This design comes from an exercise in tuning for small area, a short achievable clock period and few clock cycles on the open sky130 flow, not from production work.
Only simulation tests tie the RTL to the original design; equivalence was not proved.
Power figures rest on the tool's default switching activity, not on a simulated workload.

==> design/flow/design.v <==
module ki_codec (
    input  wire       clk,
    input  wire       rst,
    input  wire       req_valid,
    output wire       req_ready,
    input  wire [7:0] req_data,
    output reg        rsp_valid,
    input  wire       rsp_ready,
    output reg  [7:0] rsp_data
);
    localparam [4:0] M_OP    = 5'd0;    
    localparam [4:0] A_CRCU  = 5'd1;    
    localparam [4:0] A_TX    = 5'd2;    
    localparam [4:0] A_REG   = 5'd3;    
    localparam [4:0] A_LSET  = 5'd4;    
    localparam [4:0] A_SUNP  = 5'd5;    
    localparam [4:0] A_LLOAD = 5'd6;    
    localparam [4:0] A_DUNP  = 5'd7;    
    localparam [4:0] B_SKIP  = 5'd8;    
    localparam [4:0] B_TX    = 5'd9;    
    localparam [4:0] B_SPACK = 5'd10;   
    localparam [4:0] B_UNP   = 5'd11;   
    localparam [4:0] B_DPACK = 5'd12;   
    localparam [4:0] B_SUNP  = 5'd13;   
    localparam [4:0] B_LLOAD = 5'd14;   
    localparam [4:0] B_DUNP  = 5'd15;   
    localparam [4:0] E_CRC   = 5'd16;   
    localparam [4:0] E_TXHDR = 5'd17;   
    localparam [4:0] E_TXCRC = 5'd18;   
    localparam [4:0] E_PAD   = 5'd19;   
    localparam [4:0] E_PLEN  = 5'd20;   
    localparam [4:0] E_MAP   = 5'd21;   
    localparam [4:0] E_UVAL  = 5'd22;   
    localparam [4:0] R_VER   = 5'd24;   
    localparam [4:0] R_CRC   = 5'd25;
    localparam [4:0] R_FR    = 5'd26;
    localparam [4:0] R_VAL   = 5'd27;
    localparam [4:0] R_MAP   = 5'd28;
    localparam [4:0] R_BITS  = 5'd29;
    reg [15:0] crc_acc;
    reg [31:0] frames_tx;   
    reg        fz;          
    reg        lay_valid;
    reg [31:0] lay_map;     
    reg [7:0]  ring [0:31];
    reg [7:0]  dlen;        
    reg        lok;         
    reg        nin;         
    reg [3:0]  ms;
    wire [4:0] mode = {!nin, ms};
    reg [3:0]  c;           
    reg [4:0]  mi;          
    reg [15:0] len;
    reg [15:0] txcrc;
    reg [2:0]  kind;
    reg        kbad;
    reg [2:0]  tsel;        
    reg [2:0]  goff;        
    reg        cur_act;     
    reg        fcy;         
    reg        rsp_empty;   
    integer k;
    function [15:0] crc_step(input [15:0] cc, input [7:0] bb);
        reg [7:0] x;
        begin
            x = cc[15:8] ^ bb;
            x = x ^ {4'd0, x[7:4]};
            crc_step = {cc[7:0], 8'h00} ^ {x[3:0], 12'h000} ^ {3'd0, x, 5'd0} ^ {8'd0, x};
        end
    endfunction
    assign req_ready = nin && (rsp_ready || rsp_empty);
    wire adv  = !rsp_valid || rsp_ready;
    wire take = !mode[4] && adv && req_valid;
    wire pop  = rsp_valid && rsp_ready;
    wire step = mode[4] ? adv : take;
    wire [7:0]  b    = req_data;
    wire [15:0] n_in = {b, len[7:0]};
    reg [7:0] tap;
    always @(*) begin
        tap = 8'h00;
        for (k = 0; k < 8; k = k + 1)
            tap = tap | (ring[4 * k] & {8{tsel == k[2:0]}});
    end
    wire       mbit  = lay_map[mi];
    wire [1:0] j     = c[1:0];
    wire [2:0] tw    = tap[5] ? 3'd4 : ({1'b0, tap[4:3]} + {2'b0, |tap[2:0]});   
    wire [7:0] bmask = ({1'b0, j} < tap[5:3]) ? 8'hFF :
                       ({1'b0, j} == tap[5:3]) ? ~(8'hFF << tap[2:0]) : 8'h00;
    wire       pk_keep = mbit && ({1'b0, j} < tw);
    reg [7:0] fld;
    always @(*) begin
        case (j)
            2'd0: fld = txcrc[7:0];
            2'd1: fld = txcrc[15:8];
            2'd2: fld = len[7:0];
            default: fld = len[15:8];
        endcase
    end
    wire [2:0] bw   = b[5] ? 3'd4 : ({1'b0, b[4:3]} + {2'b0, |b[2:0]});
    wire       wbad = (b == 8'd0) || (b > 8'd32);
    wire       ld_map  = (len[7:0] <= 8'd142) && (len[7:0] >= 8'd139);
    wire       ld_bits = (len[7:0] <= 8'd70) && (len[7:0] >= 8'd39);
    wire       lerr  = !lay_valid || !lok;
    wire [7:0] lerrc = !lay_valid ? 8'h04 : 8'h06;
    reg       rok;
    reg [2:0] rs;
    always @(*) begin
        rok = 1'b1;
        rs  = 3'd0;
        case (b)
            8'h00: rs = 3'd0;
            8'h01: rs = 3'd1;
            8'h09: rs = 3'd2;
            8'h0A: rs = 3'd3;
            8'h0B: rs = 3'd4;
            8'h10, 8'h11, 8'h12, 8'h13, 8'h14, 8'h15, 8'h16, 8'h17: rs = 3'd5;
            default: rok = 1'b0;
        endcase
    end
    wire       fcin = (mode == E_TXHDR) && ((c[1:0] == 2'd0) || fcy);
    wire [7:0] fb   = frames_tx[7:0] & {8{!fz}};
    wire [8:0] fsum = {1'b0, fb} + {8'd0, fcin};
    reg [7:0] stb;
    reg       stw;
    always @(*) begin
        stb = 8'h00;
        stw = 1'b1;
        case (mode[2:0])
            3'd0:  
                case (b)
                    8'h01, 8'h02, 8'h20, 8'h30: stb = 8'h00;
                    8'h32: stb = lerr ? lerrc : 8'h00;
                    8'h10, 8'h21, 8'h31, 8'h33, 8'h50: stw = 1'b0;
                    default: stb = 8'h01;
                endcase
            3'd2: begin stw = c[1]; stb = kbad ? 8'h03 : 8'h00; end            
            3'd3: stb = rok ? 8'h00 : 8'h07;                                   
            3'd5, 3'd6: begin stw = c[0]; stb = (n_in != 16'd144) ? 8'h05 : 8'h00; end
            3'd7: begin                                                       
                stw = c[0];
                stb = lerr ? lerrc : (n_in != {8'd0, dlen}) ? 8'h05 : 8'h00;
            end
            default: stw = 1'b0;                                              
        endcase
    end
    wire        sel_acc = (mode == A_CRCU) || (mode == E_CRC) || (mode == R_CRC);
    wire [15:0] crc_in  = sel_acc ? crc_acc : txcrc;
    wire [7:0]  crcb    = c[0] ? crc_in[15:8] : crc_in[7:0];
    wire [7:0]  hb      = c[1] ? (c[0] ? {5'd0, kind} : 8'h01) : (c[0] ? len[15:8] : len[7:0]);
    reg [7:0] hdrb;
    always @(*) begin
        case (c)
            4'd0: hdrb = len[7:0] + 8'd8;
            4'd1: hdrb = len[15:8] + {7'd0, &len[7:3]};
            4'd2: hdrb = {7'd0, &len[15:3]};
            4'd3: hdrb = 8'h00;
            4'd4: hdrb = 8'hA5;
            4'd5: hdrb = 8'h5A;
            default: hdrb = hb;
        endcase
    end
    wire e_crc = (mode == E_CRC) || (mode == E_TXCRC) || ((mode == R_CRC) && !c[1]);
    wire e_map = (mode == E_MAP) || (mode == R_MAP);
    wire [7:0] emb = ({8{e_crc}} & crcb) |
                     ({8{mode == E_TXHDR}} & hdrb) |
                     ({8{(mode == E_PLEN) && !c[0]}} & dlen) |
                     ({8{e_map && lay_valid}} & lay_map[7:0]) |
                     ({8{mode == R_FR}} & fb) |
                     ({8{(mode == R_BITS) && lay_valid}} & tap) |
                     {7'd0, (c[1:0] == 2'd0) && ((mode == R_VER) || ((mode == R_VAL) && lay_valid))};
    wire       uval = (mode == E_UVAL);
    wire       dpk  = (mode == B_DPACK) && c[2];
    wire [7:0] pmsk = uval ? (bmask & {8{cur_act}}) : (dpk ? bmask : 8'hFF);
    wire [7:0] pb   = (uval ? fld : b) & pmsk;
    wire [7:0] eb = ({8{mode[4:3] == 2'b00}} & stb) |
                    ({8{(mode[4:3] == 2'b01) || uval}} & pb) |
                    ({8{mode[4] && !uval}} & emb);
    reg wemit;
    always @(*) begin
        case (mode)
            B_SKIP, B_LLOAD, B_UNP: wemit = 1'b0;
            B_SUNP:  wemit = (len > 16'd2);
            B_DPACK: wemit = c[2] ? pk_keep : 1'b1;
            B_TX, B_SPACK, B_DUNP: wemit = 1'b1;
            default: wemit = mode[4] ? 1'b1 : stw;
        endcase
    end
    wire emit = wemit && step;
    wire [15:0] crc_n  = crc_step(crc_in, mode[4] ? hb : b);
    wire [15:0] len_m1 = len - 16'd1;
    wire        len1   = (len == 16'd1);
    always @(posedge clk) begin
        if (rst) begin
            rsp_valid <= 1'b0;
            rsp_empty <= 1'b1;
        end else if (emit) begin
            rsp_valid <= 1'b1;
            rsp_empty <= 1'b0;
        end else if (pop) begin
            rsp_valid <= 1'b0;
            rsp_empty <= 1'b1;
        end
        if (emit) rsp_data <= eb;
    end
    reg [4:0] nmode;
    always @(posedge clk) begin
        if (rst) begin
            crc_acc   <= 16'hFFFF;
            fz        <= 1'b1;
            lay_valid <= 1'b0;
            ms        <= 4'd0;
            nin       <= 1'b1;
        end else begin
            nmode = mode;
            if (step) begin
            case (mode)
            M_OP: begin
                c <= 4'd0;
                mi <= 5'd0;
                tsel <= 3'd0 - goff;
                case (b)
                    8'h01: begin crc_acc <= 16'hFFFF; nmode = E_CRC; end
                    8'h02: nmode = A_CRCU;
                    8'h10: nmode = A_TX;
                    8'h20: begin nmode = B_SPACK; len <= 16'd142; end
                    8'h21: nmode = A_SUNP;
                    8'h30: begin nmode = A_LSET; dlen <= 8'd4; lok <= 1'b1; end
                    8'h31: nmode = A_LLOAD;
                    8'h32: begin
                        if (lerr) begin nmode = B_SKIP; len <= 16'd132; end
                        else nmode = E_PLEN;
                    end
                    8'h33: nmode = A_DUNP;
                    8'h50: nmode = A_REG;
                    default: ;
                endcase
            end
            A_CRCU: begin crc_acc <= crc_n; nmode = E_CRC; c <= 4'd0; end
            A_REG: begin
                tsel <= b[2:0] - goff;
                c <= 4'd0;
                nmode = rok ? {2'b11, rs} : M_OP;
            end
            A_LSET: begin
                if (!c[2]) begin
                    lay_map <= {b, lay_map[31:8]};
                    c <= c + 4'd1;
                end else begin
                    mi <= mi + 5'd1;
                    if (mbit) begin
                        dlen <= dlen + {5'd0, bw};
                        if (wbad) lok <= 1'b0;
                    end
                    if (mi == 5'd31) begin
                        lay_valid <= 1'b1;
                        goff <= 3'd0;
                        nmode = M_OP;
                    end
                end
            end
            A_TX: begin
                c <= c + 4'd1;
                if (c[1:0] == 2'd0) begin
                    kind <= b[2:0];
                    kbad <= (b == 8'd0) || (b > 8'd5);
                end else if (c[1:0] == 2'd1) len[7:0] <= b;
                else begin
                    len[15:8] <= b;
                    c <= 4'd0;
                    if (kbad) nmode = (n_in == 16'd0) ? M_OP : B_SKIP;
                    else begin
                        txcrc <= 16'hFFFF;
                        nmode = E_TXHDR;
                    end
                end
            end
            A_SUNP, A_LLOAD, A_DUNP: begin
                c <= c + 4'd1;
                if (!c[0]) len[7:0] <= b;
                else begin
                    len[15:8] <= b;
                    c <= 4'd0;
                    if ((mode == A_DUNP) ? (lerr || n_in != {8'd0, dlen}) : (n_in != 16'd144))
                        nmode = (n_in == 16'd0) ? M_OP : B_SKIP;
                    else begin
                        nmode = {2'b01, mode[2:0]};
                        if (mode == A_LLOAD) begin dlen <= 8'd4; lok <= 1'b1; end
                    end
                end
            end
            B_SKIP, B_SUNP: begin
                len <= len_m1;
                if (len1) nmode = M_OP;
            end
            B_TX: begin
                txcrc <= crc_n;
                len <= len_m1;
                if (len1) begin nmode = E_TXCRC; c <= 4'd0; end
            end
            B_SPACK: begin
                len <= len_m1;
                if (len1) begin nmode = E_PAD; c <= 4'd0; end
            end
            B_LLOAD: begin
                len <= len_m1;
                if (ld_map) lay_map <= {b, lay_map[31:8]};
                if (ld_bits) begin
                    mi <= mi + 5'd1;
                    if (mbit) begin
                        dlen <= dlen + {5'd0, bw};
                        if (wbad) lok <= 1'b0;
                    end
                end
                if (len1) begin
                    lay_valid <= 1'b1;
                    goff <= 3'd0;
                    nmode = M_OP;
                end
            end
            B_DPACK: begin
                if (!c[2]) c <= c + 4'd1;
                else begin
                    c <= {2'b01, c[1:0] + 2'd1};
                    if (c[1:0] == 2'd3) begin
                        mi <= mi + 5'd1;
                        if (mi == 5'd31) nmode = M_OP;
                    end
                end
            end
            B_DUNP: begin
                c <= c + 4'd1;
                if (c[1:0] == 2'd3) begin nmode = E_MAP; c <= 4'd0; end
            end
            B_UNP: begin
                case (j)
                    2'd0: txcrc[7:0]  <= b;
                    2'd1: txcrc[15:8] <= b;
                    2'd2: len[7:0]    <= b;
                    default: len[15:8] <= b;
                endcase
                c <= c + 4'd1;
                if ({1'b0, j} == tw - 3'd1) begin
                    c <= 4'd0;
                    mi <= mi + 5'd1;
                    nmode = E_UVAL;
                end
            end
            E_CRC, E_TXCRC, E_PAD: begin
                c <= c + 4'd1;
                if (c[0]) nmode = M_OP;
            end
            E_TXHDR: begin
                c <= c + 4'd1;
                if (c[3:2] == 2'd0) begin
                    frames_tx <= {fsum[7:0], frames_tx[31:8]};
                    fcy <= fsum[8];
                    if (c[1:0] == 2'd3) fz <= 1'b0;
                end
                if (c >= 4'd6) txcrc <= crc_n;
                if (c == 4'd9) begin
                    c <= 4'd0;
                    nmode = (len == 16'd0) ? E_TXCRC : B_TX;
                end
            end
            E_PLEN: begin
                c <= c + 4'd1;
                if (c[0]) begin nmode = B_DPACK; c <= 4'd0; mi <= 5'd0; end
            end
            E_MAP: begin
                lay_map <= {lay_map[7:0], lay_map[31:8]};
                c <= c + 4'd1;
                if (c[1:0] == 2'd3) begin
                    c <= 4'd0;
                    mi <= lay_map[8] ? 5'd0 : 5'd1;
                    cur_act <= lay_map[8];
                    nmode = lay_map[8] ? B_UNP : E_UVAL;
                end
            end
            E_UVAL: begin
                c <= c + 4'd1;
                if (j == 2'd3) begin
                    c <= 4'd0;
                    if (mi == 5'd0) nmode = M_OP;
                    else if (mbit) begin
                        cur_act <= 1'b1;
                        nmode = B_UNP;
                    end else begin
                        cur_act <= 1'b0;
                        mi <= mi + 5'd1;
                    end
                end
            end
            default: begin  
                c <= c + 4'd1;
                if (mode == R_FR) frames_tx <= {fsum[7:0], frames_tx[31:8]};
                if (mode == R_MAP) lay_map <= {lay_map[7:0], lay_map[31:8]};
                if (c[1:0] == 2'd3) begin
                    if (mode == R_BITS) goff <= goff + 3'd1;
                    nmode = M_OP;
                end
            end
            endcase
            end
            if (step) begin
                ms  <= nmode[3:0];
                nin <= !nmode[4];
            end
        end
    end
    wire ring_in  = take && ((mode == A_LSET && c[2]) || (mode == B_LLOAD && ld_bits));
    wire ring_rot = (take && (mode == B_DPACK) && c[2] && (c[1:0] == 2'd3)) ||
                    (adv && (mode == E_UVAL) && (j == 2'd3)) ||
                    (adv && (mode == R_BITS));
    always @(posedge clk) begin
        if (ring_in || ring_rot) begin
            for (k = 0; k < 31; k = k + 1)
                ring[k] <= ring[k + 1];
            ring[31] <= ring_in ? b : ring[0];
        end
    end
endmodule
==> design/flow/flow/run.sh <==
#!/bin/bash
# Layout flow: the standard ORFS flow (standard.sh), with
#  - the standard synthesis (standard.sh synth, unchanged), whose
#    combinational logic is then re-mapped by ABC with an area-oriented script
#    (flow/remap.sh, flow/area.abc); every flip-flop instance is kept as it is,
#    and the re-mapped netlist is proved equivalent to the standard one. If any
#    of that fails, the standard netlist is used as it is;
#  - port buffers of sky130_fd_sc_hd__buf_2 (buffer_ports -buffer_cell);
#  - a clock tree of clkbuf_8 leaf clusters, without dummy loads;
#  - timing repair aiming a little past the (unchanged) constraints.
# Logs: flow_synth.log, remap/*.log, flow_standard.log here; ORFS keeps each
# step's log under orfs/logs/.
set -euo pipefail
W=$(pwd)
R=$W/orfs/results/sky130hd/ki_codec/base
bash standard.sh synth > flow_synth.log 2>&1
if bash flow/remap.sh $R/1_2_yosys.v $W/remap/out.v flow/area.abc $W/remap > flow_remap.log 2>&1; then
  cp $R/1_2_yosys.v $W/remap/standard_1_2_yosys.v
  cp $W/remap/out.v $R/1_2_yosys.v
  rm -f $R/1_synth.odb $R/1_synth.sdc
  echo "remapped netlist in use" >> flow_remap.log
else
  echo "remap failed; standard netlist in use" >> flow_remap.log
fi
export BUFFER_PORTS_ARGS="-buffer_cell sky130_fd_sc_hd__buf_2"
export CTS_ARGS="-sink_clustering_enable -repair_clock_nets -dont_use_dummy_load -buf_list sky130_fd_sc_hd__clkbuf_8 -sink_clustering_size 14 -sink_clustering_max_diameter 60"
export SETUP_SLACK_MARGIN=17.6
bash standard.sh > flow_standard.log 2>&1
==> design/flow/flow/area.abc <==
strash
&get -n
&st
&dch -f
&nf -a -R 1000
&put
strash
&get -n
&st
&dch -f
&nf -a -R 1000
&put
strash
&get -n
&st
&dch -f
&nf -a -R 1000
&put
strash
&get -n
&st
&dch -f
&nf -a -R 1000
&put
strash
&get -n
&st
&dch -f
&nf -a -R 1000
&put
strash
&get -n
&st
&dch -f
&nf -a -R 1000
&put
strash
&get -n
&st
&dch -f
&nf -a -R 1000
&put
strash
&get -n
&st
&dch -f
&nf -a -R 1000
&put
strash
&get -n
&st
&dch -f
&nf -a -R 1000
&put
strash
&get -n
&st
&dch -f
&nf -a -R 1000
&put
topo
dnsize -c
==> design/flow/flow/remap.sh <==
#!/bin/bash
# usage: remap.sh in.v out.v area.abc workdir
# Re-maps the combinational logic of the standard synthesis netlist with ABC
# (area-oriented script), keeping every flip-flop instance as it is: same
# name, cell type and connections. Then proves the new netlist equivalent to
# the old one (yosys equiv_*), and fails if it cannot.
set -euo pipefail
IN=$1; OUT=$2; S=$(realpath $3); T=$4
Y=${YOSYS_EXE:-}
if [[ -z "$Y" ]]; then Y=$(command -v yosys || echo ${FLOW_HOME:-/OpenROAD-flow-scripts/flow}/../tools/install/yosys/bin/yosys); fi
LIB=${FLOW_HOME:-/OpenROAD-flow-scripts/flow}/platforms/sky130hd/lib/sky130_fd_sc_hd__tt_025C_1v80.lib
mkdir -p $T
printf 'set_driving_cell sky130_fd_sc_hd__buf_1\nset_load 5\n' > $T/abc.constr
DU=""
for c in probe_p_8 probec_p_8 lpflow_bleeder_1 lpflow_clkbufkapwr_1 lpflow_clkbufkapwr_16 lpflow_clkbufkapwr_2 lpflow_clkbufkapwr_4 lpflow_clkbufkapwr_8 lpflow_clkinvkapwr_1 lpflow_clkinvkapwr_16 lpflow_clkinvkapwr_2 lpflow_clkinvkapwr_4 lpflow_clkinvkapwr_8 lpflow_decapkapwr_12 lpflow_decapkapwr_3 lpflow_decapkapwr_4 lpflow_decapkapwr_6 lpflow_decapkapwr_8 lpflow_inputiso0n_1 lpflow_inputiso0p_1 lpflow_inputiso1n_1 lpflow_inputiso1p_1 lpflow_inputisolatch_1 lpflow_isobufsrc_1 lpflow_isobufsrc_16 lpflow_isobufsrc_2 lpflow_isobufsrc_4 lpflow_isobufsrc_8 lpflow_isobufsrckapwr_16 lpflow_lsbuf_lh_hl_isowell_tap_1 lpflow_lsbuf_lh_hl_isowell_tap_2 lpflow_lsbuf_lh_hl_isowell_tap_4 lpflow_lsbuf_lh_isowell_4 lpflow_lsbuf_lh_isowell_tap_1 lpflow_lsbuf_lh_isowell_tap_2 lpflow_lsbuf_lh_isowell_tap_4; do DU="$DU -dont_use sky130_fd_sc_hd__$c"; done
cat > $T/remap.ys <<EOS
read_liberty -ignore_miss_func $LIB
read_verilog $IN
hierarchy -top ki_codec
setattr -mod -set keep_hierarchy 1 */t:\$_*FF* %m
flatten
opt_clean -purge
abc -script $S -liberty $LIB $DU -constr $T/abc.constr -D 30.0
opt_clean -purge
hilomap -singleton -hicell sky130_fd_sc_hd__conb_1 HI -locell sky130_fd_sc_hd__conb_1 LO
splitnets
opt_clean -purge
stat -liberty $LIB ki_codec
select ki_codec
write_verilog -noattr -nohex -nodec -selected $T/remapped.v
EOS
$Y -l $T/remap.log -s $T/remap.ys > /dev/null
cat > $T/equiv.ys <<EOS
read_liberty -ignore_miss_func $LIB
read_verilog $IN
rename ki_codec gold
read_verilog $T/remapped.v
rename ki_codec gate
flatten
opt_clean
equiv_make gold gate eq
hierarchy -top eq
equiv_simple -seq 2
equiv_induct -seq 2
equiv_status -assert
EOS
$Y -l $T/equiv.log -s $T/equiv.ys > /dev/null
# same flip-flops, by name and cell type
diff <(grep -o 'sky130_fd_sc_hd__e\?df[a-z]*_[0-9] [^ ]*' $IN | sort) \
     <(grep -o 'sky130_fd_sc_hd__e\?df[a-z]*_[0-9] [^ ]*' $T/remapped.v | sort)
cp $T/remapped.v $OUT
==> design/flow/standard.sh <==
#!/bin/bash
# synth_recipe.tcl (not shown) runs the flow's synth.tcl, then flattens the netlist and writes it again
# the make line also repeats each setting of config.mk as NAME=value (left out here)
make -C /OpenROAD-flow-scripts/flow DESIGN_CONFIG=/design/flow/config.mk WORK_HOME=/design/flow/orfs CLKGATE_MAP_FILE= SYNTH_SCRIPT=/design/flow/synth_recipe.tcl "${@:-finish}"
==> design/flow/config.mk <==
export PLATFORM = sky130hd
export DESIGN_NAME = ki_codec
export DESIGN_NICKNAME = ki_codec
export VERILOG_FILES = /design/flow/design.v
export SDC_FILE = /design/flow/constraint.sdc
export NUM_CORES = 4
export LEC_CHECK = 0
export CAP_MARGIN = 20
export CORE_MARGIN = 2
export CORE_UTILIZATION = 40
export SLEW_MARGIN = 20
==> design/flow/constraint.sdc <==
create_clock -name core_clock -period 30.0 [get_ports {clk}]
set_input_delay 6.0000 -clock core_clock [delete_from_list [all_inputs] [get_ports {clk}]]
set_output_delay 6.0000 -clock core_clock [all_outputs]
set_load 0.01 [all_outputs]
==> flow_summary.ini, run 1 <==
[cts]
clockRootBuffer = clkbuf_8
clk_pin_slew_ns = 0.09
cts_made_buffers = 40
cts_sinks = 415
cts_tree = done
clockBufferDepth = 3
cts_max_level = 2
insertion_delay_ns = 0.62

[timing]
setup_tns_ns = 0
hold_viol = 0
rsz0062_at_grt = false
setup_slack_ns = 17.63
timing.hold.ws_ns = 0.3923
finalSetupViolations = 0
fin_skew_ns = 0.06071
timing.final.crit_share_pct = 41.22
timing.fmax_ghz = 0.08086
slew_headroom_pct = 29.57
worstMarginPinSlew_ns = 1.054
drv_slew = 0
period_needed_ns = 12.37

[floorplan]
die_w_um = 214.0
core_um2 = 43270
start_util_pct = 40.75
rows = 76
fp.dieArea_um2 = 45780
io_pins = 22
dieHeight_um = 214.0

[grt]
grt_pass1_vias = 11450
antenna_found_initial = 1
grt.total_usage_pct = 21.75
grt_max_degree = 165
grt_remaining_overflow = 0
grt_first_pass_wirelength_um = 74610

[logic_synthesis]
mappedNetlistArea_um2 = 17630
avgSynthCellArea_um2 = 12.98
yosys_warnings = 2
synthCells = 1359
syn-num-nets = 1371

[critical_path]
crit_chain = buf_2 -> nor2_2 -> nor2_1 -> buf_2
reg2reg_depth = 18
max_stage_delay_ns = 0.14
crit_top_cell = buf_2
required_ns = 24.00
arrival_ns = 6.37
rrSetupSlack_ns = 25.03
path_max_fanout = 4
reg2reg_from = tsel[1]
start_kind = input pin
crit_path_top_delay_cell = buf_2
critPathCaptureType = output port
rr_endpoint = ms[2]
critPathKind = input pin to output port

[final_layout]
drive_gt1_share_pct = 6.768
nNetsFinal = 1462
syn_to_final_growth_pct = 9.345
diodes = 0
fill_cells = 3977

[power_and_ir_drop]
ir_worst_vdd_uv = 34.18
power.density_nw_per_um2 = 50.35
leakage_nw = 6.071

[worst_hold_path]
holdPathEnd = ring[26][7]
worst_hold_startpoint = ring[27][7]
hold_depth = 0
hold_class = flop to flop

[detailed_routing]
wl_um = 50790
antenna_left = 0
wl_per_cell_um = 24.98
dr.pass1.iters = 6
drc = 0
drt_iter0_drc = 1725
vias_per_cell = 5.990
num_vias = 12180

[placed_design]
place.port_buffers = 21
gp_congestion = 0.9785
dp_slack_ns = 17.61
dpl.hpwl_um = 34630

[flow_run]
maxCapViolations = 0

[status]
outcome = no timing/DRC/antenna violations
-- metrics by stage --
stage	power, mW	instances	cell area, um^2	util [%]
detailed placement	0.6844	1993	18720	43.27
global placement	0.6841	1992	18720	43.26
floorplan	0.6656	1359	17640	-
global route	1.003	2033	19280	44.56
finish	0.9708	2033	19280	44.56
CTS	0.9819	2033	19270	44.55
-- placed cells by master (no fill, tap or decap), types with 9 or more instances in the layout --
| cell | instances |
|---|---|
| nor2_1 | 136 |
| buf_4 | 25 |
| a222oi_1 | 13 |
| clkinv_1 | 15 |
| edfxtp_1 | 390 |
| nor4_1 | 12 |
| a21oi_1 | 116 |
| a22oi_1 | 11 |
| clkbuf_8 | 40 |
| o22ai_1 | 13 |
| nand4_1 | 14 |
| o21ai_0 | 94 |
| xor2_1 | 28 |
| xnor2_1 | 30 |
| nand2_1 | 144 |
| a21o_1 | 9 |
| nor3_1 | 45 |
| and3_1 | 15 |
| o221ai_1 | 9 |
| nand3_1 | 33 |
| dfxtp_1 | 25 |
| a221oi_1 | 9 |
| o211ai_1 | 14 |
| a31oi_1 | 16 |
| nand2b_1 | 17 |
| buf_2 | 22 |
| and2_0 | 16 |
| nor2b_1 | 16 |
| mux2_1 | 9 |
| or3_1 | 10 |
| mux2i_1 | 25 |
-- worst max-delay path by stage --
| stage | from | end | slack, ns | cells after the start |
|---|---|---|---|---|
| 6_report | rsp_ready | req_ready | 17.63 | 4 |
| 5_1_grt | rsp_ready | req_ready | 17.59 | 4 |
| 4_1_cts | rsp_ready | req_ready | 17.61 | 4 |
| 3_5_place_dp | rsp_ready | req_ready | 17.61 | 4 |
| 3_3_place_gp | rsp_ready | req_ready | 17.59 | 4 |
| 2_1_floorplan | rsp_ready | req_ready | 17.82 | 2 |
-- report_power, final --
part / leakage [nW] / internal, mW / switching [mW]
clock network: 0.288 / 0.119 / 0.179
registers: 3.73 / 0.627 / 0.00344
logic: 2.05 / 0.0119 / 0.0303
total: 6.07 / 0.758 / 0.213
-- routing by layer --
metal / vias to the layer above / track usage (%) / part of all wire, %
met3: 98 / 4.544 / 7.7
met1: 6077 / 32.41 / 46
li1: 5457 / - / -
met5: - / 0 / 0.028
met2: 543 / 31.82 / 43
met4: 2 / 6.830 / 3.0
-- sequential cells by signal (all words and copies together), names as in the netlist, 3 cells and up, named ones only --
signal and count:
frames_tx 32, ms 4, tsel 3, len 16, goff 3, txcrc 16, rsp_data 8, dlen 8
crc_acc 16, kind 3, c 4, ring 256, lay_map 32, mi 5
-- critical path, delay by kind of cell --
| family | cells | cell delay [ns] |
|---|---|---|
| buffers and inverters | 2 | 0.26 |
| and+or+nand+nor | 2 | 0.11 |
-- cell type report --
cell class	count	area [um^2]	area share [%]
Multi-Input combinational cell	929	5401	28.01
Inverter	15	56.30	0.2920
Sequential cell	415	12210	63.34
Tap cell	585	732.0	3.796
Clock buffer	40	550.5	2.855
Timing Repair Buffer	49	329.1	1.707
-- repair_timing --
action	CTS	global route
hold buffers	0	0
setup endpoints to repair	0	1
buffers inserted	0	0
resized for setup	0	1
Testbench counts, summed over its fixed seeds: cycles 72,216.
==> run 2: changes to the inputs <==
--- a/design/flow/flow/run.sh
+++ b/design/flow/flow/run.sh
@@ -2,10 +2,10 @@
 # Layout flow: the standard ORFS flow (standard.sh), with
 #  - the standard synthesis (standard.sh synth, unchanged), whose
-#    combinational logic is then re-mapped by ABC with an area-oriented script
+#    combinational logic is then re-mapped by ABC (three passes) with an area-oriented script
 #    (flow/remap.sh, flow/area.abc); every flip-flop instance is kept as it is,
 #    and the re-mapped netlist is proved equivalent to the standard one. If any
 #    of that fails, the standard netlist is used as it is;
 #  - port buffers of sky130_fd_sc_hd__buf_2 (buffer_ports -buffer_cell);
-#  - a clock tree of clkbuf_8 leaf clusters, without dummy loads;
+#  - a clock tree of clkbuf_4 leaf clusters, without dummy loads;
 #  - timing repair aiming a little past the (unchanged) constraints.
 # Logs: flow_synth.log, remap/*.log, flow_standard.log here; ORFS keeps each
@@ -24,5 +24,5 @@
 fi
 export BUFFER_PORTS_ARGS="-buffer_cell sky130_fd_sc_hd__buf_2"
-export CTS_ARGS="-sink_clustering_enable -repair_clock_nets -dont_use_dummy_load -buf_list sky130_fd_sc_hd__clkbuf_8 -sink_clustering_size 14 -sink_clustering_max_diameter 60"
-export SETUP_SLACK_MARGIN=17.6
+export CTS_ARGS="-sink_clustering_enable -repair_clock_nets -dont_use_dummy_load -buf_list sky130_fd_sc_hd__clkbuf_4 -sink_clustering_size 10 -sink_clustering_max_diameter 50"
+export SETUP_SLACK_MARGIN=17.75
 bash standard.sh > flow_standard.log 2>&1
--- a/design/flow/flow/remap.sh
+++ b/design/flow/flow/remap.sh
@@ -30,5 +30,11 @@
 write_verilog -noattr -nohex -nodec -selected $T/remapped.v
 EOS
-$Y -l $T/remap.log -s $T/remap.ys > /dev/null
+# three passes, each from the previous pass's netlist
+cp $IN $T/pass_in.v
+for p in 1 2 3; do
+  sed "s#read_verilog $IN#read_verilog $T/pass_in.v#" $T/remap.ys > $T/remap_$p.ys
+  $Y -l $T/remap_$p.log -s $T/remap_$p.ys > /dev/null
+  cp $T/remapped.v $T/pass_in.v
+done
 cat > $T/equiv.ys <<EOS
 read_liberty -ignore_miss_func $LIB
--- a/design/flow/config.mk
+++ b/design/flow/config.mk
@@ -8,4 +8,5 @@
 export CAP_MARGIN = 20
 export CORE_MARGIN = 2
-export CORE_UTILIZATION = 40
+export CORE_UTILIZATION = 60
+export PLACE_DENSITY = 0.75
 export SLEW_MARGIN = 20
==> run 2 against run 1 <==
Net effect:
- still clean on timing, DRC and antenna
- cell count fell by 9.2%
- hold slack worse by 0.0085 ns
- first-iteration DRC count rose by 7.4%
- non-clock buffer count grew 3
- die area is 33% lower
- sequential cell count stayed put
- routed wire length is 4.8% lower
- critical endpoint unchanged
- largest cell class unchanged
- largest power group unchanged
==> flow_summary.ini, run 2 <==
[timing]
timing.fmax_ghz = 0.08109
worstMarginPinSlew_ns = 1.080
setup_tns_ns = 0
timing.final.crit_share_pct = 41.11
rsz0062_at_grt = true
drv_slew = 0
hold_viol = 0
finalSetupViolations = 0
slew_headroom_pct = 28.00
period_needed_ns = 12.33
fin_skew_ns = 0.1528
timing.hold.ws_ns = 0.3838

[floorplan]
io_pins = 22
start_util_pct = 60.85
rows = 62
core_um2 = 28700
die_w_um = 174.6
fp.dieArea_um2 = 30490
dieHeight_um = 174.6

[cts]
cts_tree = done
hold_buffers = 0
clockRootBuffer = clkbuf_4
cts_max_level = 2
cts_made_buffers = 51
cts_sinks = 415
clockBufferDepth = 3
clk_pin_slew_ns = 0.10
insertion_delay_ns = 0.75

[grt]
grt_first_pass_wirelength_um = 72420
grt_pass1_vias = 12000
antenna_found_initial = 2
grt_max_degree = 97
grt_remaining_overflow = 0
grt.total_usage_pct = 31.83

[critical_path]
max_stage_delay_ns = 0.13
critPathCaptureType = output port
critPathKind = input pin to output port
required_ns = 24.00
arrival_ns = 6.33
start_kind = input pin
path_max_fanout = 2
crit_chain = buf_6 -> nor2_4 -> nor2_1 -> buf_2
crit_path_top_delay_cell = buf_2

[power_and_ir_drop]
leakage_nw = 5.897
ir_worst_vdd_uv = 31.87
power.density_nw_per_um2 = 49.05
finalPower_mw = 0.9193

[final_layout]
largest_reg_flops = 256
syn_to_final_growth_pct = 7.292
final_common_cell = edfxtp_1
reg.largest.list = ring x256, frames_tx x32, lay_map x32
nNetsFinal = 1472
drive_gt1_share_pct = 7.613
final_cell_mix = edfxtp_1 (390), nand2_1 (137), nor2_1 (136)
fill_cells = 2163
top_register = ring

[status]
outcome = no timing/DRC/antenna violations

[logic_synthesis]
mappedNetlistArea_um2 = 17470
avgSynthCellArea_um2 = 12.89
syn-num-nets = 1367
yosys_warnings = 2
synthCells = 1355

[detailed_routing]
drc = 0
wl_per_cell_um = 26.21
antenna_left = 0
dr.pass1.iters = 8
vias_per_cell = 6.745
num_vias = 12450
drt_iter0_drc = 1852
wl_um = 48360

[worst_hold_path]
hold_class = flop to flop

[placed_design]
place.port_buffers = 21
gp_congestion = 1.036
dpl.hpwl_um = 33960

[flow_run]
maxCapViolations = 0
-- run 2: layer usage --
metal	GRT usage [%]	wire (um)	share of wire [%]
met1	45.76	19870	41
met2	47.16	21140	44
met3	6.701	4842	10
met4	14.90	2506	5.2
met5	0	7	0.014
-- run 2: timing repair --
item / CTS / global route
resized for setup: 2 / 1
hold endpoints to repair: 0 / 0
pin swaps: 2 / 1
setup endpoints to repair: 1 / 1
setup buffers: 1 / 0
-- run 2: critical path, delay by kind of cell --
family	cells	cell delay, ns
buf+inv	2	0.23
simple gates	2	0.10
-- run 2: final timing paths --
path | from | endpoint | slack [ns] | cells past startpoint
max | rsp_ready | req_ready | 17.67 | 4
min | ring[18][7] | ring[17][7] | 0.38 | 0
max reg2reg | tsel[1] | rsp_data[3] | 24.92 | 13
min reg2reg | ring[18][7] | ring[17][7] | 0.38 | 0
-- run 2: power by group --
group | leakage, nW | internal (mW) | switching (mW)
clock | 0.235 | 0.0779 | 0.169
combinational | 1.93 | 0.0119 | 0.0305
sequential | 3.73 | 0.627 | 0.00306
total | 5.90 | 0.716 | 0.203
-- run 2: per-stage QoR --
stage / utilization, % / cells / instance area, um^2 / setup slack, ns
floorplan: - / 1355 / 17470 / 17.82
global placement: 63.81 / 1790 / 18320 / 17.61
detailed placement: 63.81 / 1790 / 18320 / 17.61
CTS: 65.20 / 1842 / 18720 / 17.66
global route: 65.27 / 1843 / 18740 / 17.65
finish: 65.29 / 1845 / 18740 / 17.67
-- run 2: cell type report --
cell class              count  area (um^2)  area share (%)
diodes                      3        7.507         0.04006
clock buffers              51        382.9           2.043
inverters                  15        56.30          0.3004
multi-input cells         925         5250           28.01
flip-flops and latches    415        12210           65.16
well taps                 384        480.5           2.564
repair buffers             52        351.6           1.876
==> run 3: changes to the inputs <==
--- a/design/flow/config.mk
+++ b/design/flow/config.mk
@@ -8,5 +8,5 @@
 export CAP_MARGIN = 20
 export CORE_MARGIN = 2
-export CORE_UTILIZATION = 60
-export PLACE_DENSITY = 0.75
+export CORE_UTILIZATION = 50
+export PLACE_DENSITY = 0.65
 export SLEW_MARGIN = 20
==> run 3 against run 2 <==
Net effect:
- die area grew 20%
- sequential cell count is the same
- non-clock buffer count grew 2
- register-to-register slack gained 0.02 ns
- still clean on timing, DRC and antenna
- count of clock-buffer cells in the layout is the same
- hold slack lost 0.0053 ns
- clock power grew 2%
- highest routed layer unchanged
==> flow_summary.ini, run 3 <==
[final_layout]
fill_cells = 2992
regArea_um2 = 12210
fin_util_pct = 54.67
layout.cells.non_filler = 1917
largest_reg_flops = 256
multi_input_area_um2 = 5250
syn_to_final_growth_pct = 7.851
final_cell_mix = edfxtp_1 (390), nand2_1 (137), nor2_1 (135)
top_register = ring
drive_gt1_share_pct = 7.808
reg.largest.list = ring x256, frames_tx x32, lay_map x32
nNetsFinal = 1474
postLayoutCellArea_um2 = 18840
final_common_cell = edfxtp_1

[logic_synthesis]
synthCells = 1355
mappedNetlistArea_um2 = 17470
avgSynthCellArea_um2 = 12.89
syn-num-nets = 1367
yosys_warnings = 2

[critical_path]
rrSetupSlack_ns = 24.94
critPathCaptureType = output port
start_kind = input pin
arrival_ns = 6.35
required_ns = 24.00
path_max_fanout = 2
critPathKind = input pin to output port

[detailed_routing]
drc = 0
num_vias = 12440
wl_per_cell_um = 26.15
drt_iter0_drc = 1535
vias_per_cell = 6.490
antenna_left = 0
wl_um = 50130
dr.pass1.iters = 9

[cts]
cts_tree = done
clockRootBuffer = clkbuf_4
clk_pin_slew_ns = 0.10
clockBufferDepth = 3
cts_sinks = 415
insertion_delay_ns = 0.81
cts_max_level = 2
cts_made_buffers = 51

[timing]
setup_tns_ns = 0
setup_slack_ns = 17.65
timing.final.crit_share_pct = 41.18
hold_viol = 0
worstMarginPinSlew_ns = 1.056
slew_headroom_pct = 29.57
fin_skew_ns = 0.09967
rsz0062_at_grt = true
finalSetupViolations = 0
timing.fmax_ghz = 0.08095
period_needed_ns = 12.35
timing.hold.ws_ns = 0.3785
drv_slew = 0

[power_and_ir_drop]
leakage_nw = 5.906
power.density_nw_per_um2 = 49.15
finalPower_mw = 0.9259
ir_worst_vdd_uv = 31.72

[placed_design]
dpl.hpwl_um = 34490
place_area_um2 = 18410
place.port_buffers = 21
dp_slack_ns = 17.59
gp_congestion = 1.027
dp.cells = 1863

[status]
outcome = no timing/DRC/antenna violations

[floorplan]
fp.dieArea_um2 = 36440
core_um2 = 34460
start_util_pct = 50.69
io_pins = 22
rows = 68
dieHeight_um = 190.9
die_w_um = 190.9

[flow_run]
maxCapViolations = 0

[grt]
grt_pass1_vias = 11910
grt_max_degree = 77
grt_remaining_overflow = 0
antenna_found_initial = 2
grt_first_pass_wirelength_um = 75210
grt.total_usage_pct = 28.10

[worst_hold_path]
hold_class = flop to flop
[run 3: routing by layer]
| layer | up-vias | part of all wire [%] | wire [um] | GRT usage [%] |
|---|---|---|---|---|
| met1 | 6101 | 43 | 21520 | 40.88 |
| met5 | - | 0.018 | 9 | 0 |
| met3 | 153 | 9.2 | 4631 | 5.765 |
| met4 | 2 | 5.0 | 2523 | 14.04 |
| met2 | 688 | 43 | 21450 | 40.20 |
| li1 | 5498 | - | - | - |
[run 3: timing repair]
action / 4_1_cts / 5_1_grt
hold buffers: 0 / 0
buffers inserted: 1 / 0
endpoints found under the setup margin: 1 / 1
pin swaps: 2 / 1
gates resized for setup: 4 / 1
[run 3: final cells by class]
type	instances	area share, %
Sequential cell	415	64.82
Multi-Input combinational cell	925	27.87
Tap cell	455	3.022
Clock buffer	51	2.032
Timing Repair Buffer	54	1.926
Inverter	15	0.2989
Antenna cell	2	0.02657
[run 3: final timing paths]
| kind | from | end | cells past startpoint |
|---|---|---|---|
| worst min register to register | ring[31][6] | ring[30][6] | 0 |
| worst max register to register | ms[3] | ring[31][7] | 7 |
| worst min-delay path | ring[31][6] | ring[30][6] | 0 |
| worst max-delay path | rsp_ready | req_ready | 4 |
[run 3: power breakdown]
group	internal (mW)	switching, mW	leakage [nW]
combinational	0.0121	0.0318	1.94
sequential	0.627	0.00272	3.73
clock	0.0779	0.175	0.235
[run 3: worst max-delay path, cell delays in order]
cell and delay (ns):
buf_8 0.10, nor2_4 0.08, nor2_2 0.04, buf_2 0.13
==> run 4: changes to the inputs <==
--- a/design/flow/flow/run.sh
+++ b/design/flow/flow/run.sh
@@ -25,4 +25,4 @@
 export BUFFER_PORTS_ARGS="-buffer_cell sky130_fd_sc_hd__buf_2"
 export CTS_ARGS="-sink_clustering_enable -repair_clock_nets -dont_use_dummy_load -buf_list sky130_fd_sc_hd__clkbuf_4 -sink_clustering_size 10 -sink_clustering_max_diameter 50"
-export SETUP_SLACK_MARGIN=17.75
+export SETUP_SLACK_MARGIN=18.0
 bash standard.sh > flow_standard.log 2>&1
--- a/design/flow/config.mk
+++ b/design/flow/config.mk
@@ -8,5 +8,4 @@
 export CAP_MARGIN = 20
 export CORE_MARGIN = 2
-export CORE_UTILIZATION = 50
-export PLACE_DENSITY = 0.65
+export CORE_UTILIZATION = 40
 export SLEW_MARGIN = 20
==> run 4 against run 3 <==
Net effect:
- still clean on timing, DRC and antenna
- routed wire length increased by 1.5%
- utilization decreased by 11 points
- clock power about the same
- combinational power decreased by 1%
- critical endpoint unchanged
- highest routed layer unchanged
==> flow_summary.ini, run 4 <==
[status]
outcome = no timing/DRC/antenna violations

[floorplan]
start_util_pct = 40.55
rows = 76
fp.dieArea_um2 = 45350
dieHeight_um = 213.0
core_um2 = 43080
io_pins = 22
die_w_um = 213.0

[cts]
clockBufferDepth = 3
cts_made_buffers = 51
cts_tree = done
cts_sinks = 415
cts_max_level = 2
hold_buffers = 0
clk_pin_slew_ns = 0.11
insertion_delay_ns = 0.83
clockRootBuffer = clkbuf_4

[grt]
antenna_found_initial = 5
grt_pass1_vias = 11790
grt_remaining_overflow = 0
grt_first_pass_wirelength_um = 75490
grt.total_usage_pct = 22.75
grt_max_degree = 83

[placed_design]
place.port_buffers = 21
dp_slack_ns = 17.61
dpl.hpwl_um = 35410
gp_congestion = 0.9847

[logic_synthesis]
avgSynthCellArea_um2 = 12.89
syn-num-nets = 1367
yosys_warnings = 2
synthCells = 1355
mappedNetlistArea_um2 = 17470

[timing]
rsz0062_at_grt = true
worstMarginPinSlew_ns = 0.9900
timing.final.crit_share_pct = 41.13
timing.hold.ws_ns = 0.3640
timing.fmax_ghz = 0.08104
hold_viol = 0
slew_headroom_pct = 33.50
setup_slack_ns = 17.66
finalSetupViolations = 0
setup_tns_ns = 0
fin_skew_ns = 0.1172
drv_slew = 0
period_needed_ns = 12.34

[detailed_routing]
vias_per_cell = 5.986
drt_iter0_drc = 1414
num_vias = 12240
wl_per_cell_um = 24.88
dr.pass1.iters = 10
drc = 0
wl_um = 50880
antenna_left = 0

[power_and_ir_drop]
ir_worst_vdd_uv = 33.80
power.density_nw_per_um2 = 48.82
leakage_nw = 5.898

[critical_path]
worst_path_dominant_cell_family = buffers and inverters
start_kind = input pin
critPathKind = input pin to output port
crit_path_top_delay_cell = buf_6
required_ns = 24.00
critPathBufInv = 2
max_stage_delay_ns = 0.11
critPathCaptureType = output port
crit_top_cell = nor2_4
path_max_fanout = 2
crit_chain = buf_8 -> nor2_4 -> nor2_4 -> buf_6
arrival_ns = 6.34

[final_layout]
drive_gt1_share_pct = 7.618
syn_to_final_growth_pct = 8.725
regArea_um2 = 12210
top_register = ring
fill_cells = 3954
final_cell_mix = edfxtp_1 (390), nand2_1 (137), nor2_1 (134)
largest_reg_flops = 256
final_common_cell = edfxtp_1
reg.largest.list = ring x256, frames_tx x32, lay_map x32
multi_input_area_um2 = 5254
nNetsFinal = 1471

[flow_run]
maxCapViolations = 0

[worst_hold_path]
hold_class = flop to flop
-- run 4: cell count changes in the layout (fill, tap and decap cells not counted) --
cell     delta
buf_4       -3
a21oi_1     +1
a21oi_2     -1
buf_2       -1
buf_6       +1
diode_2     +1
nor2_1      -1
nor2_4      +1
-- run 4: worst paths after layout --
check	from	endpoint	slack (ns)	cells after the start
min reg2reg	ring[2][7]	ring[1][7]	0.36	0
max reg2reg	tsel[1]	rsp_data[3]	24.70	12
min	ring[2][7]	ring[1][7]	0.36	0
max	rsp_ready	req_ready	17.66	4
-- run 4: routing by layer --
metal  track usage (%)  part of all wire, %
met1             32.70                   45
met2             33.67                   43
met4             10.51                  4.4
met3             3.971                  7.6
met5                 0                0.043
-- run 4: final cells by class --
| cell class | instances | area share [%] |
|---|---|---|
| timing repair buffer | 51 | 1.825 |
| tap | 585 | 3.854 |
| sequential | 415 | 64.30 |
| multi-input combinational | 925 | 27.67 |
| inverter | 15 | 0.2965 |
| clock buffer | 51 | 2.016 |
| antenna | 3 | 0.03953 |
-- run 4: where the power goes --
group	internal, mW	leakage [nW]	switching, mW
clock network	0.0777	0.235	0.177
logic	0.0120	1.93	0.0313
registers	0.627	3.73	0.00278
total	0.716	5.90	0.211
-- run 4: stage by stage --
| step | power, mW | util (%) | instances | cell area (um^2) |
|---|---|---|---|---|
| floorplan | 0.6656 | - | 1355 | 17480 |
| global placement | 0.6841 | 43.11 | 1990 | 18570 |
| detailed placement | 0.6843 | 43.11 | 1990 | 18570 |
| CTS | 0.9385 | 44.05 | 2042 | 18980 |
| global route | 0.9630 | 44.08 | 2044 | 18990 |
| finish | 0.9272 | 44.09 | 2045 | 18990 |
-- run 4: repair_timing --
item                       CTS  global route
setup endpoints to repair    1             1
buffers inserted             1             0
resized for setup            4             0
hold endpoints to repair     0             0
pin swaps                    2             1
==> run 5: changes to the inputs <==
--- a/design/flow/flow/run.sh
+++ b/design/flow/flow/run.sh
@@ -25,4 +25,4 @@
 export BUFFER_PORTS_ARGS="-buffer_cell sky130_fd_sc_hd__buf_2"
 export CTS_ARGS="-sink_clustering_enable -repair_clock_nets -dont_use_dummy_load -buf_list sky130_fd_sc_hd__clkbuf_4 -sink_clustering_size 10 -sink_clustering_max_diameter 50"
-export SETUP_SLACK_MARGIN=18.0
+export SETUP_SLACK_MARGIN=17.75
 bash standard.sh > flow_standard.log 2>&1
==> run 5 against run 4 <==
Net effect:
- critical endpoint unchanged
- still clean on timing, DRC and antenna
- synthesized area unchanged
- clock skew up 0.0022 ns
- routed wire length up 0.39%
- utilization about the same
- global-route usage about the same
- die area unchanged
==> flow_summary.ini, run 5 <==
[status]
outcome = no timing/DRC/antenna violations

[cts]
clockBufferDepth = 3
clockRootBuffer = clkbuf_4
cts_max_level = 2
hold_buffers = 0
cts_sinks = 415
cts_made_buffers = 51
clk_pin_slew_ns = 0.11
insertion_delay_ns = 0.82
cts_tree = done

[floorplan]
core_um2 = 43080
start_util_pct = 40.55
die_w_um = 213.0
rows = 76
dieHeight_um = 213.0
fp.dieArea_um2 = 45350
io_pins = 22

[worst_hold_path]
hold_class = flop to flop
hold_depth = 0

[detailed_routing]
dr.pass1.iters = 6
wl_um = 51080
drc = 0
num_vias = 12290
vias_per_cell = 6.009
antenna_left = 0
drt_iter0_drc = 1572
wl_per_cell_um = 24.98

[logic_synthesis]
avgSynthCellArea_um2 = 12.89
yosys_warnings = 2
synthCells = 1355
mappedNetlistArea_um2 = 17470
syn-num-nets = 1367

[final_layout]
postLayoutCellArea_um2 = 18990
final_cell_mix = edfxtp_1 (390), nand2_1 (137), nor2_1 (134)
top_register = ring
drive_gt1_share_pct = 7.692
nNetsFinal = 1470
final_common_cell = edfxtp_1
fin_util_pct = 44.07
reg.largest.list = ring x256, frames_tx x32, lay_map x32
syn_to_final_growth_pct = 8.696
largest_reg_flops = 256

[timing]
timing.final.crit_share_pct = 41.15
fin_skew_ns = 0.1194
setup_tns_ns = 0
timing.fmax_ghz = 0.08101
period_needed_ns = 12.34
finalSetupViolations = 0
hold_viol = 0
slew_headroom_pct = 29.27
setup_slack_ns = 17.66
worstMarginPinSlew_ns = 1.061
rsz0062_at_grt = true
timing.hold.ws_ns = 0.3933
drv_slew = 0

[flow_run]
maxCapViolations = 0

[critical_path]
critPathKind = input pin to output port
rrSetupSlack_ns = 24.80
reg2reg_depth = 13
start_kind = input pin
critPathCaptureType = output port
arrival_ns = 6.34
required_ns = 24.00
path_max_fanout = 2

[placed_design]
dp_slack_ns = 17.60
gp_congestion = 1.005
place.port_buffers = 21
dpl.hpwl_um = 34980
place_area_um2 = 18550

[grt]
grt_remaining_overflow = 0
grt_first_pass_wirelength_um = 75510
grt.total_usage_pct = 22.75
grt_max_degree = 90
grt_pass1_vias = 11850
antenna_found_initial = 3

[power_and_ir_drop]
ir_worst_vdd_uv = 30.53
leakage_nw = 5.888
power.density_nw_per_um2 = 48.75
[run 5: through the flow]
| stage | power (mW) | cells |
|---|---|---|
| finish | 0.9256 | 2045 |
| global route | 0.9627 | 2043 |
| CTS | 0.9386 | 2041 |
| detailed placement | 0.6844 | 1989 |
| global placement | 0.6843 | 1989 |
| floorplan | 0.6654 | 1355 |
[run 5: final timing paths]
kind,startpoint,end
max,rsp_ready,req_ready
min,ring[30][7],ring[29][7]
max reg2reg,tsel[1],rsp_data[3]
min reg2reg,ring[30][7],ring[29][7]
[run 5: what timing repair did]
item                                    4_1_cts  5_1_grt
endpoints found under the setup margin        1        1
pin swaps                                     2        1
gates resized for setup                       4        1
setup buffers                                 1        0
[run 5: worst max-delay path, stage by stage]
cell    delay [ns]
buf_8         0.10
nor2_4        0.07
nor2_2        0.04
buf_2         0.13
[run 5: area by class of cell]
cell class / count / area, um^2
fillers: 3998 / 24090
clock buffers: 51 / 382.9
repair buffers: 50 / 332.8
diodes: 4 / 10.01
well taps: 585 / 732.0
flip-flops and latches: 415 / 12210
multi-input cells: 925 / 5260
inverters: 15 / 56.30
[run 5: power breakdown]
group	switching, mW	internal [mW]	total, mW
clock network	0.175	0.0776	0.252
registers	0.00297	0.627	0.630
logic	0.0316	0.0120	0.0436
total	0.209	0.716	0.926
[run 5: routing by layer]
metal / vias up / share of wire, % / GRT usage, %
li1: 5495 / - / -
met1: 6010 / 44 / 33.18
met2: 631 / 42 / 31.72
met3: 151 / 8.6 / 4.251
met4: 2 / 5.6 / 13.05
met5: - / 0.020 / 0
==> run 6: changes to the inputs <==
--- a/design/flow/flow/run.sh
+++ b/design/flow/flow/run.sh
@@ -7,5 +7,5 @@
 #    of that fails, the standard netlist is used as it is;
 #  - port buffers of sky130_fd_sc_hd__buf_2 (buffer_ports -buffer_cell);
-#  - a clock tree of clkbuf_4 leaf clusters, without dummy loads;
+#  - a clock tree of clkbuf_2 leaf clusters, without dummy loads;
 #  - timing repair aiming a little past the (unchanged) constraints.
 # Logs: flow_synth.log, remap/*.log, flow_standard.log here; ORFS keeps each
@@ -24,5 +24,5 @@
 fi
 export BUFFER_PORTS_ARGS="-buffer_cell sky130_fd_sc_hd__buf_2"
-export CTS_ARGS="-sink_clustering_enable -repair_clock_nets -dont_use_dummy_load -buf_list sky130_fd_sc_hd__clkbuf_4 -sink_clustering_size 10 -sink_clustering_max_diameter 50"
+export CTS_ARGS="-sink_clustering_enable -repair_clock_nets -dont_use_dummy_load -buf_list sky130_fd_sc_hd__clkbuf_2 -sink_clustering_size 6 -sink_clustering_max_diameter 40"
 export SETUP_SLACK_MARGIN=17.75
 bash standard.sh > flow_standard.log 2>&1
==> run 6 against run 5 <==
Net effect:
- still clean
- synthesized area is the same
- via count up 1.1%
- maximum frequency about the same
- cell area increased by 0.22%
- power is 1.3% higher
- routed wire length increased by 0.44%
- register-to-register slack better by 0.04 ns
- count of clock-buffer cells in the layout grew 33
- utilization is 0.099 points higher
- combinational power about the same
- clock skew down 0.0025 ns
- critical endpoint unchanged
==> flow_summary.ini, run 6 <==
[critical_path]
critPathKind = input pin to output port
path_max_fanout = 2
max_stage_delay_ns = 0.13
start_kind = input pin
required_ns = 24.00
crit_path_top_delay_cell = buf_2
crit_chain = buf_8 -> nor2_4 -> nor2_2 -> buf_2
critPathBufInv = 2
critPathCaptureType = output port
worst_path_dominant_cell_family = buffers and inverters
arrival_ns = 6.34

[placed_design]
place_area_um2 = 18550
dpl.hpwl_um = 34980
dp.cells = 1989
dp_slack_ns = 17.60
place.port_buffers = 21
gp_congestion = 1.005

[timing]
finalSetupViolations = 0
setup_tns_ns = 0
rsz0062_at_grt = true
fin_skew_ns = 0.1169
period_needed_ns = 12.34
slew_headroom_pct = 29.80
timing.hold.ws_ns = 0.3456
drv_slew = 0
setup_slack_ns = 17.66
worstMarginPinSlew_ns = 1.053
timing.final.crit_share_pct = 41.15
hold_viol = 0
timing.fmax_ghz = 0.08101

[logic_synthesis]
avgSynthCellArea_um2 = 12.89
mappedNetlistArea_um2 = 17470
synthCells = 1355
syn-num-nets = 1367
yosys_warnings = 2

[power_and_ir_drop]
finalPower_mw = 0.9377
leakage_nw = 6.008
ir_worst_vdd_uv = 26.16
p_sw_share_pct = 24.15
pwr-share-clk_pct = 28.2
switching_power_mw = 0.2265
power.density_nw_per_um2 = 49.28
power.internal_mw = 0.7112
seq_power_share_pct = 67.2
comb_power_share_pct = 4.6

[final_layout]
postLayoutCellArea_um2 = 19030
drive_gt1_share_pct = 9.732
reg.largest.list = ring x256, frames_tx x32, lay_map x32
final_common_cell = edfxtp_1
layout.cells.non_filler = 2079
nNetsFinal = 1504
final_cell_mix = edfxtp_1 (390), nand2_1 (137), nor2_1 (135)
top_register = ring
syn_to_final_growth_pct = 8.940
fin_util_pct = 44.17
largest_reg_flops = 256

[cts]
clockBufferDepth = 3
clockRootBuffer = clkbuf_2
cts_max_level = 3
cts_made_buffers = 84
insertion_delay_ns = 1.10
clk_pin_slew_ns = 0.11
cts_tree = done
cts_sinks = 415

[detailed_routing]
wl_um = 51300
antenna_left = 0
wl_per_cell_um = 24.67
num_vias = 12430
drc = 0
vias_per_cell = 5.977
drt_iter0_drc = 1477
dr.pass1.iters = 6

[floorplan]
fp.dieArea_um2 = 45350
rows = 76
die_w_um = 213.0
start_util_pct = 40.55
io_pins = 22
dieHeight_um = 213.0
core_um2 = 43080

[grt]
grt_max_degree = 90
grt_first_pass_wirelength_um = 76220
grt_remaining_overflow = 0
grt_pass1_vias = 12030
grt.total_usage_pct = 23.12
antenna_found_initial = 4

[worst_hold_path]
hold_class = flop to flop

[flow_run]
maxCapViolations = 0

[status]
outcome = no timing/DRC/antenna violations
run 6: changes by cell type in the layout (fill, tap and decap cells not counted):
cell	previous run	this run
clkbuf_2	0	84
clkbuf_4	51	0
buf_4	29	30
nor2_1	134	135
nor2_2	2	1
run 6: area by class of cell:
type | count | area [um^2]
inverter | 15 | 56.30
timing repair buffer | 51 | 340.3
fill | 4024 | 24050
antenna | 4 | 10.01
multi-input combinational | 925 | 5258
tap | 585 | 732.0
clock buffer | 84 | 420.4
sequential | 415 | 12210
run 6: worst paths after layout:
| check | start | slack, ns | end | depth (start not counted) |
|---|---|---|---|---|
| max | rsp_ready | 17.66 | req_ready | 4 |
| min | ring[31][3] | 0.35 | ring[30][3] | 0 |
| min reg2reg | ring[31][3] | 0.35 | ring[30][3] | 0 |
| max reg2reg | tsel[1] | 24.84 | rsp_data[0] | 13 |
run 6: layer usage:
metal | vias up | share of wire [%] | global-route usage, %
li1 | 5562 | - | -
met1 | 6051 | 44 | 33.28
met2 | 656 | 42 | 32.53
met3 | 153 | 8.8 | 5.721
met4 | 4 | 4.6 | 11.43
met5 | - | 0.051 | 0
run 6: power groups by stage:
stage / Combinational (mW) / Clock, mW / Sequential (mW)
floorplan: 0.0224 / 0 / 0.643
global placement: 0.0416 / 0 / 0.643
detailed placement: 0.0416 / 0 / 0.643
CTS: 0.0422 / 0.280 / 0.630
global route: 0.0463 / 0.302 / 0.630
finish: 0.0436 / 0.264 / 0.630
run 6: what timing repair did:
| item | CTS | global route |
|---|---|---|
| buffers inserted | 1 | 0 |
| setup endpoints to repair | 1 | 1 |
| pin swaps | 2 | 1 |
| resized for setup | 4 | 1 |
| hold buffers | 0 | 0 |
==> run 7: changes to the inputs <==
--- a/design/flow/design.v
+++ b/design/flow/design.v
@@ -46,7 +46,5 @@
     reg [7:0]  dlen;        
     reg        lok;         
-    reg        nin;         
-    reg [3:0]  ms;
-    wire [4:0] mode = {!nin, ms};
+    reg [4:0]  mode;
     reg [3:0]  c;           
     reg [4:0]  mi;          
@@ -69,5 +67,5 @@
         end
     endfunction
-    assign req_ready = nin && (rsp_ready || rsp_empty);
+    assign req_ready = !mode[4] && (rsp_ready || rsp_empty);
     wire adv  = !rsp_valid || rsp_ready;
     wire take = !mode[4] && adv && req_valid;
@@ -209,6 +207,5 @@
             fz        <= 1'b1;
             lay_valid <= 1'b0;
-            ms        <= 4'd0;
-            nin       <= 1'b1;
+            mode      <= 5'd0;
         end else begin
             nmode = mode;
@@ -402,8 +399,5 @@
             endcase
             end
-            if (step) begin
-                ms  <= nmode[3:0];
-                nin <= !nmode[4];
-            end
+            if (step) mode <= nmode;
         end
     end
==> design/flow/flow/run.sh (replaced) <==
#!/bin/bash
# Layout flow: the standard ORFS flow (standard.sh), with
#  - the standard synthesis (standard.sh synth, unchanged), whose
#    combinational logic is then re-mapped by ABC (three passes) with an area-oriented script
#    (flow/remap.sh, flow/area.abc); every flip-flop instance is kept as it is.
#    If that fails, the standard netlist is used as it is;
#  - port buffers of sky130_fd_sc_hd__buf_2 (buffer_ports -buffer_cell);
#  - a clock tree of clkbuf_4 leaf clusters, without dummy loads;
#  - timing repair aiming a little past the (unchanged) constraints.
# Logs: flow_synth.log, remap/*.log, flow_standard.log here; ORFS keeps each
# step's log under orfs/logs/.
set -euo pipefail
W=$(pwd)
R=$W/orfs/results/sky130hd/ki_codec/base
bash standard.sh synth > flow_synth.log 2>&1
if bash flow/remap.sh $R/1_2_yosys.v $W/remap/out.v flow/area.abc $W/remap > flow_remap.log 2>&1; then
  cp $R/1_2_yosys.v $W/remap/standard_1_2_yosys.v
  cp $W/remap/out.v $R/1_2_yosys.v
  rm -f $R/1_synth.odb $R/1_synth.sdc
  echo "remapped netlist in use" >> flow_remap.log
else
  echo "remap failed; standard netlist in use" >> flow_remap.log
fi
export BUFFER_PORTS_ARGS="-buffer_cell sky130_fd_sc_hd__buf_2"
export CTS_ARGS="-sink_clustering_enable -repair_clock_nets -dont_use_dummy_load -buf_list sky130_fd_sc_hd__clkbuf_4 -sink_clustering_size 10 -sink_clustering_max_diameter 50"
export SETUP_SLACK_MARGIN=17.75
bash standard.sh > flow_standard.log 2>&1
--- a/design/flow/flow/remap.sh
+++ b/design/flow/flow/remap.sh
@@ -3,6 +3,5 @@
 # Re-maps the combinational logic of the standard synthesis netlist with ABC
 # (area-oriented script), keeping every flip-flop instance as it is: same
-# name, cell type and connections. Then proves the new netlist equivalent to
-# the old one (yosys equiv_*), and fails if it cannot.
+# name, cell type and connections. Fails unless the flip-flops are the same.
 set -euo pipefail
 IN=$1; OUT=$2; S=$(realpath $3); T=$4
@@ -37,19 +36,4 @@
   cp $T/remapped.v $T/pass_in.v
 done
-cat > $T/equiv.ys <<EOS
-read_liberty -ignore_miss_func $LIB
-read_verilog $IN
-rename ki_codec gold
-read_verilog $T/remapped.v
-rename ki_codec gate
-flatten
-opt_clean
-equiv_make gold gate eq
-hierarchy -top eq
-equiv_simple -seq 2
-equiv_induct -seq 2
-equiv_status -assert
-EOS
-$Y -l $T/equiv.log -s $T/equiv.ys > /dev/null
 # same flip-flops, by name and cell type
 diff <(grep -o 'sky130_fd_sc_hd__e\?df[a-z]*_[0-9] [^ ]*' $IN | sort) \
==> run 7 against run 6 <==
Net effect:
- power shrank 0.56%
- global-route usage shrank 0.20 points
- routed wire length grew 3.7%
- cell count shrank 0.43%
- worst setup slack lost 0.016 ns
- critical path depth is the same
- largest power group unchanged
- maximum frequency shrank 0.13%
- cell area grew 1.1%
- non-clock buffer count grew 4
- critical path type unchanged
- synthesized area grew 1.0%
- via count grew 1.3%
- sequential share of layout area shrank 0.71 points
==> flow_summary.ini, run 7 <==
[final_layout]
top_register = ring
reg.largest.list = ring x256, frames_tx x32, lay_map x32
syn_to_final_growth_pct = 9.049
largest_reg_flops = 256
drive_gt1_share_pct = 8.170
final_common_cell = edfxtp_1
multi_input_area_um2 = 5405
nNetsFinal = 1495
fill_cells = 4032
regArea_um2 = 12210
postLayoutCellArea_um2 = 19240
final_cell_mix = edfxtp_1 (390), nand2_1 (130), nor2_1 (124)

[detailed_routing]
drc = 0
antenna_left = 0
drt_iter0_drc = 1672
vias_per_cell = 6.081
dr.pass1.iters = 6
num_vias = 12590
wl_per_cell_um = 25.70
wl_um = 53190

[placed_design]
gp_congestion = 0.9881
place_area_um2 = 18780
place.port_buffers = 21
dpl.hpwl_um = 36540
dp_slack_ns = 17.60

[timing]
slew_headroom_pct = 28.06
rsz0062_at_grt = true
hold_viol = 0
setup_slack_ns = 17.64
fin_skew_ns = 0.08775
setup_tns_ns = 0
period_needed_ns = 12.36
worstMarginPinSlew_ns = 1.065
timing.fmax_ghz = 0.08091
finalSetupViolations = 0
timing.final.crit_share_pct = 41.20
drv_slew = 0
timing.hold.ws_ns = 0.3874

[critical_path]
arrival_ns = 6.36
reg2reg_from = tsel[1]
critPathKind = input pin to output port
critPathCaptureType = output port
required_ns = 24.00
startpoint = rsp_ready
start_kind = input pin
path_max_fanout = 3

[floorplan]
core_um2 = 43270
die_w_um = 214.0
dieHeight_um = 214.0
start_util_pct = 40.78
fp.dieArea_um2 = 45810
rows = 76
io_pins = 22

[logic_synthesis]
avgSynthCellArea_um2 = 12.85
mappedNetlistArea_um2 = 17640
syn-num-nets = 1385
yosys_warnings = 2
synthCells = 1373

[power_and_ir_drop]
power.density_nw_per_um2 = 48.46
finalPower_mw = 0.9325
leakage_nw = 5.962
ir_worst_vdd_uv = 34.07

[status]
outcome = no timing/DRC/antenna violations

[cts]
cts_sinks = 415
cts_max_level = 2
clockRootBuffer = clkbuf_4
insertion_delay_ns = 0.82
clockBufferDepth = 3
cts_made_buffers = 53
clk_pin_slew_ns = 0.10
post_cts_buffers = 0
cts_tree = done

[grt]
grt_pass1_vias = 12040
grt_first_pass_wirelength_um = 78470
antenna_found_initial = 2
grt_remaining_overflow = 0
grt.total_usage_pct = 22.92
grt_max_degree = 94

[flow_run]
maxCapViolations = 0

[worst_hold_path]
worst_hold_startpoint = ring[31][5]
hold_class = flop to flop
==> run 7: final cells by class <==
type / instances / share of cell area (%)
Sequential cell: 415 / 63.47
Multi-Input combinational cell: 932 / 28.09
Tap cell: 585 / 3.804
Clock buffer: 53 / 2.068
Timing Repair Buffer: 55 / 2.009
Inverter: 26 / 0.5072
Antenna cell: 4 / 0.05202
==> run 7: worst paths after layout <==
| path | slack (ns) | depth (start not counted) | end |
|---|---|---|---|
| setup reg to reg | 24.52 | 17 | mode[4] |
| hold reg to reg | 0.39 | 0 | ring[30][5] |
| hold / removal | 0.39 | 0 | ring[30][5] |
| setup / recovery | 17.64 | 4 | req_ready |
==> run 7: layer usage <==
layer	vias to the layer above	GRT usage (%)	wire length, um	part of all wire [%]
met5	-	0	0	0
met4	0	9.277	2208	4.2
met3	129	4.213	4427	8.3
met2	653	33.68	22750	43
met1	6231	33.59	23810	45
li1	5575	-	-	-
==> run 7: per-stage QoR <==
| step | std cells | utilization, % |
|---|---|---|
| floorplan | 1373 | - |
| global placement | 2012 | 43.39 |
| detailed placement | 2012 | 43.40 |
| CTS | 2065 | 44.33 |
| global route | 2069 | 44.46 |
| finish | 2070 | 44.47 |
==> run 7: worst max-delay path: stages <==
cell    delay (ns)
buf_6         0.10
nor2_4        0.07
nor2_2        0.03
buf_2         0.15
==> run 7: report_power, final <==
group / total (mW) / switching (mW) / leakage (nW) / internal [mW]
Combinational: 0.0477 / 0.0340 / 1.97 / 0.0137
Sequential: 0.628 / 0.00269 / 3.74 / 0.625
Clock: 0.257 / 0.176 / 0.244 / 0.0807
Total: 0.932 / 0.213 / 5.96 / 0.719
==> run 7: repair_timing <==
| action | CTS | global route |
|---|---|---|
| gates resized for setup | 1 | 3 |
| setup endpoints to repair | 1 | 1 |
| hold buffers | 0 | 0 |
| pin swaps | 1 | 0 |
Testbench counts of run 7, summed over its fixed seeds: cycles 72,216.

==> what the ideal ports hide <==
How much do the figures lean on ideal ports? The routed layouts below were timed once more, with nothing changed but the port constraints. Step 1, drivers: a clkbuf_16 drives clk and a buf_2 each remaining input, both assumed. Step 2 moves the port delays by t, midway between the first and last clock arrival at a register: inputs arrive t later, outputs are due t later. That takes back most of the time a late clock gives input paths. a / b / c = no drivers / after step 1 / after step 2; a / b = the first two.
run	t, ns	slack for setup (ns)	worst setup path at the end
run 1	0.648	17.633 / 17.614 / 17.614	input to output
run 2	0.722	17.668 / 17.636 / 17.636	input to output
run 3	0.811	17.646 / 17.604 / 17.604	input to output
run 4	0.816	17.660 / 17.621 / 17.621	input to output
run 5	0.822	17.656 / 17.615 / 17.615	input to output
run 6	1.087	17.656 / 17.616 / 17.616	input to output
run 7	0.824	17.640 / 17.599 / 17.599	input to output
After both steps setup and hold are still met in every run listed. For run 3, which loses most, drivers alone change the setup slack by -0.042 ns; drivers and shift together by -0.042 ns.
